From an optimization exercise on the open Yosys and OpenROAD flow, aimed at small area; shortcuts taken in it are not production practice.
Only simulation tests tie the RTL to the original design; equivalence was not proved.
Power figures rest on the tool's default switching activity, not on a simulated workload.

## siggen
module siggen (
    input  wire        clk,
    input  wire        rst,
    input  wire [31:0] now,
    input  wire [3:0]  col,
    input  wire        btn,
    output wire [3:0]  row_sel,
    output reg  [7:0]  dac,
    output wire [3:0]  status,
    output reg         emit,
    output wire        done
);
For scale: about 1,100 cells after synthesis, ~210 flip-flops, ~57 I/O pins, ~0.0097 mm2 of cells after synthesis.
make LEC_CHECK=0 ABC_AREA=1 CAP_MARGIN=20 CORE_MARGIN=2 CORE_UTILIZATION=70 CTS_BUF_LIST=sky130_fd_sc_hd__clkbuf_4 CTS_CLUSTER_DIAMETER=50 CTS_CLUSTER_SIZE=10 SLEW_MARGIN=20 finish   # period 150.0 ns
run.sh (not shown) runs the stock make flow with config.mk's settings and CLKGATE_MAP_FILE= SYNTH_SCRIPT=/design/flow/synth_recipe.tcl, a recipe that flattens the netlist after the stock synthesis.
The baseline finished with timing, DRC and antenna clean.
Rerun with:
Settings changed: CORE_UTILIZATION 70 to 40, CTS_BUF_LIST sky130_fd_sc_hd__clkbuf_4 to not set, CTS_CLUSTER_DIAMETER 50 to not set, CTS_CLUSTER_SIZE 10 to not set.
- The new run completed without violations
- combinational power shrinks by about 1%
- register-to-register slack gains 0.10 ns
- hold slack gains 0.011 ns
- utilization came out lower by 32 points
- worst setup slack improved by 0.23 ns
- global-route usage is lower by 13 points
- power grows by 19%
- clock power climbs by 60%

siggen again, from the RTL that the note above started with.
Design siggen, start of the top module:
module siggen (
    input  wire        clk,
    input  wire        rst,
    input  wire [31:0] now,
    input  wire [3:0]  col,
    input  wire        btn,
    output wire [3:0]  row_sel,
    output reg  [7:0]  dac,
    output wire [3:0]  status,
    output reg         emit,
    output wire        done
);
Settings: LEC_CHECK=0, ABC_AREA=1, CAP_MARGIN=20, CORE_MARGIN=2, CORE_UTILIZATION=40, SLEW_MARGIN=20; clock period 150.0 ns.
standard.sh (not shown) runs the stock make flow with config.mk's settings and CLKGATE_MAP_FILE= SYNTH_SCRIPT=/design/flow/synth_recipe.tcl, a recipe that flattens the netlist after the stock synthesis.
==> flow/flow/run.sh <==
#!/bin/bash
# Layout flow: the standard layout (standard.sh) with these changes:
# - synthesis maps the combinational logic with flow/abc.script (an area-oriented ABC
#   script, amap) and skips Yosys's extract_fa pass, so adders are mapped by ABC like the
#   other logic; everything before the mapping, the flip-flops included, is the standard
#   synthesis;
# - the port buffers are sky130_fd_sc_hd__buf_1;
# - the clock tree uses clkbuf_4 buffers in small clusters and no dummy loads.
set -euo pipefail
W=$(pwd)
export MY_ABC="$W/flow/abc.script"
export MY_NOFA=1
CTS="-sink_clustering_enable -repair_clock_nets -buf_list sky130_fd_sc_hd__clkbuf_4 -root_buf sky130_fd_sc_hd__clkbuf_4 -sink_clustering_size 8 -sink_clustering_max_diameter 40 -dont_use_dummy_load"
bash standard.sh SYNTH_SCRIPT="$W/flow/my_synth.tcl" \
  "BUFFER_PORTS_ARGS=-buffer_cell sky130_fd_sc_hd__buf_1" \
  "CTS_ARGS=$CTS" finish > "$W/layout.log" 2>&1
==> flow/flow/abc.script <==
strash
dc2
dch -f
amap
topo
dnsize -c
==> flow/flow/my_synth.tcl <==
proc synth {args} { yosys synth -nofsm -noshare {*}$args }
proc abc {args} {
  if {[info exists ::env(MY_ABC)] && $::env(MY_ABC) ne ""} {
    set i [lsearch $args -script]
    lset args [expr {$i + 1}] $::env(MY_ABC)
  }
  yosys abc {*}$args
}
if {[info exists ::env(MY_NOFA)] && $::env(MY_NOFA) eq "1"} {
  proc extract_fa {args} { }
}
source $::env(SCRIPTS_DIR)/synth.tcl
# left out here: clear keep_hierarchy, flatten, clean up, hide names made inside functions, write 1_2_yosys.v
The first run completed with no timing, DRC or antenna violations.
Next try:
==> flow/run.sh (new file) <==
#!/bin/bash
# synth_recipe.tcl (not shown) runs the flow's synth.tcl, then flattens the netlist and writes it again
# the make line also repeats each setting of config.mk as NAME=value (left out here)
make -C /OpenROAD-flow-scripts/flow DESIGN_CONFIG=/design/flow/config.mk WORK_HOME=/design/flow/orfs CLKGATE_MAP_FILE= SYNTH_SCRIPT=/design/flow/synth_recipe.tcl finish
Settings changed: CTS_BUF_LIST set to sky130_fd_sc_hd__clkbuf_8.
removed: flow/flow/run.sh
removed: flow/flow/abc.script
removed: flow/flow/my_synth.tcl
removed: flow/standard.sh
What happened: Maximum frequency came out higher by 3.4%; final area increases by 22%; routed wire length rises by 6.5%; global-route usage is lower by 1.8 points; total power rises by 24%; die area rose by 16%; via count climbs by 6.3%; clock power grows by 68%; worst hold slack gets worse by 0.0055 ns; flip-flop and latch count stays the same; final cell count climbs by 18%.
Next try:
==> flow/flow/run.sh (new file) <==
#!/bin/bash
# Layout flow: the standard layout (standard.sh), with one change to synthesis: the
# combinational logic is mapped with flow/abc.script (an area-oriented ABC script, amap)
# and Yosys's extract_fa pass is skipped, so adders are mapped by ABC like the other logic.
# Everything before the mapping, the flip-flops included, is the standard synthesis.
set -euo pipefail
W=$(pwd)
export MY_ABC="$W/flow/abc.script"
export MY_NOFA=1
bash standard.sh SYNTH_SCRIPT="$W/flow/my_synth.tcl" finish > "$W/layout.log" 2>&1
==> flow/flow/abc.script (new file) <==
strash
dc2
dch -f
amap
topo
dnsize -c
==> flow/flow/my_synth.tcl (new file) <==
proc synth {args} { yosys synth -nofsm -noshare {*}$args }
proc abc {args} {
  if {[info exists ::env(MY_ABC)] && $::env(MY_ABC) ne ""} {
    set i [lsearch $args -script]
    lset args [expr {$i + 1}] $::env(MY_ABC)
  }
  yosys abc {*}$args
}
if {[info exists ::env(MY_NOFA)] && $::env(MY_NOFA) eq "1"} {
  proc extract_fa {args} { }
}
source $::env(SCRIPTS_DIR)/synth.tcl
# left out here: clear keep_hierarchy, flatten, clean up, hide names made inside functions, write 1_2_yosys.v
==> flow/standard.sh (new file) <==
#!/bin/bash
# synth_recipe.tcl (not shown) runs the flow's synth.tcl, then flattens the netlist and writes it again
# the make line also repeats each setting of config.mk as NAME=value (left out here)
make -C /OpenROAD-flow-scripts/flow DESIGN_CONFIG=/design/flow/config.mk WORK_HOME=/design/flow/orfs CLKGATE_MAP_FILE= SYNTH_SCRIPT=/design/flow/synth_recipe.tcl "${@:-finish}"
Settings changed: CTS_BUF_LIST sky130_fd_sc_hd__clkbuf_8 to not set.
removed: flow/run.sh
Outcome: Worst setup slack degrades by 1.1 ns. Combinational power drops by 20%. Cell area drops by 11%. Via count drops by 4.7%. Clock skew stays flat.
Next try:
==> flow/flow/run.sh (replaced) <==
#!/bin/bash
# Layout flow: the standard layout (standard.sh) with these changes:
# - synthesis maps the combinational logic with flow/abc.script (an area-oriented ABC
#   script, amap) and skips Yosys's extract_fa pass, so adders are mapped by ABC like the
#   other logic; everything before the mapping, the flip-flops included, is the standard
#   synthesis;
# - the port buffers are sky130_fd_sc_hd__buf_1;
# - the clock tree uses clkbuf_8 buffers in small clusters and no dummy loads.
set -euo pipefail
W=$(pwd)
export MY_ABC="$W/flow/abc.script"
export MY_NOFA=1
CTS="-sink_clustering_enable -repair_clock_nets -buf_list sky130_fd_sc_hd__clkbuf_8 -root_buf sky130_fd_sc_hd__clkbuf_8 -sink_clustering_size 16 -sink_clustering_max_diameter 60 -dont_use_dummy_load"
bash standard.sh SYNTH_SCRIPT="$W/flow/my_synth.tcl" \
  "BUFFER_PORTS_ARGS=-buffer_cell sky130_fd_sc_hd__buf_1" \
  "CTS_ARGS=$CTS" finish > "$W/layout.log" 2>&1
After rerunning: Clock power came out lower by well over a third; final cell count falls slightly; hold slack is worse by 0.040 ns; critical path depth fell by 1; non-clock buffer count goes down by 1; power falls by a quarter to a third; global-route usage is lower by 0.13 points.

-- separate check: timing with driven ports --
Ports are ideal in the flow. The routed layouts listed here were re-timed in OpenROAD.
Step 1: set_driving_cell puts a clkbuf_16 on clk and a buf_2 on each other input, an assumption about the parent block.
Step 2 times the ports against the registers' clock, not the clock port: input delays grow and output delays shrink by t, the midpoint of the rising clock arrivals with the driver on.
a / b / c = ideal / step 1 / step 2; a / b = the first two.
| run | t, ns | setup WS [ns] | worst hold slack (ns) | latest minus earliest clock arrival (ns) |
|---|---|---|---|---|
| the first run of note 1 | 0.667 | 116.938 / 116.900 / 117.190 | 0.312 / 0.312 / 0.312 | 0.062 / 0.062 |
| the second run of note 1 | 0.538 | 117.164 / 117.121 / 117.309 | 0.323 / 0.323 / 0.323 | 0.007 / 0.007 |
| the first run of note 2 | 0.627 | 115.959 / 115.915 / 116.543 | 0.324 / 0.324 / 0.324 | 0.073 / 0.073 |
| the second run of note 2 | 0.599 | 117.086 / 117.048 / 117.329 | 0.318 / 0.318 / 0.318 | 0.015 / 0.015 |
| the third run of note 2 | 0.557 | 115.948 / 115.900 / 116.457 | 0.323 / 0.323 / 0.323 | 0.015 / 0.014 |
| the fourth run of note 2 | 0.535 | 116.032 / 115.989 / 116.524 | 0.282 / 0.282 / 0.282 | 0.092 / 0.092 |
After both steps every run listed still meets setup and hold.
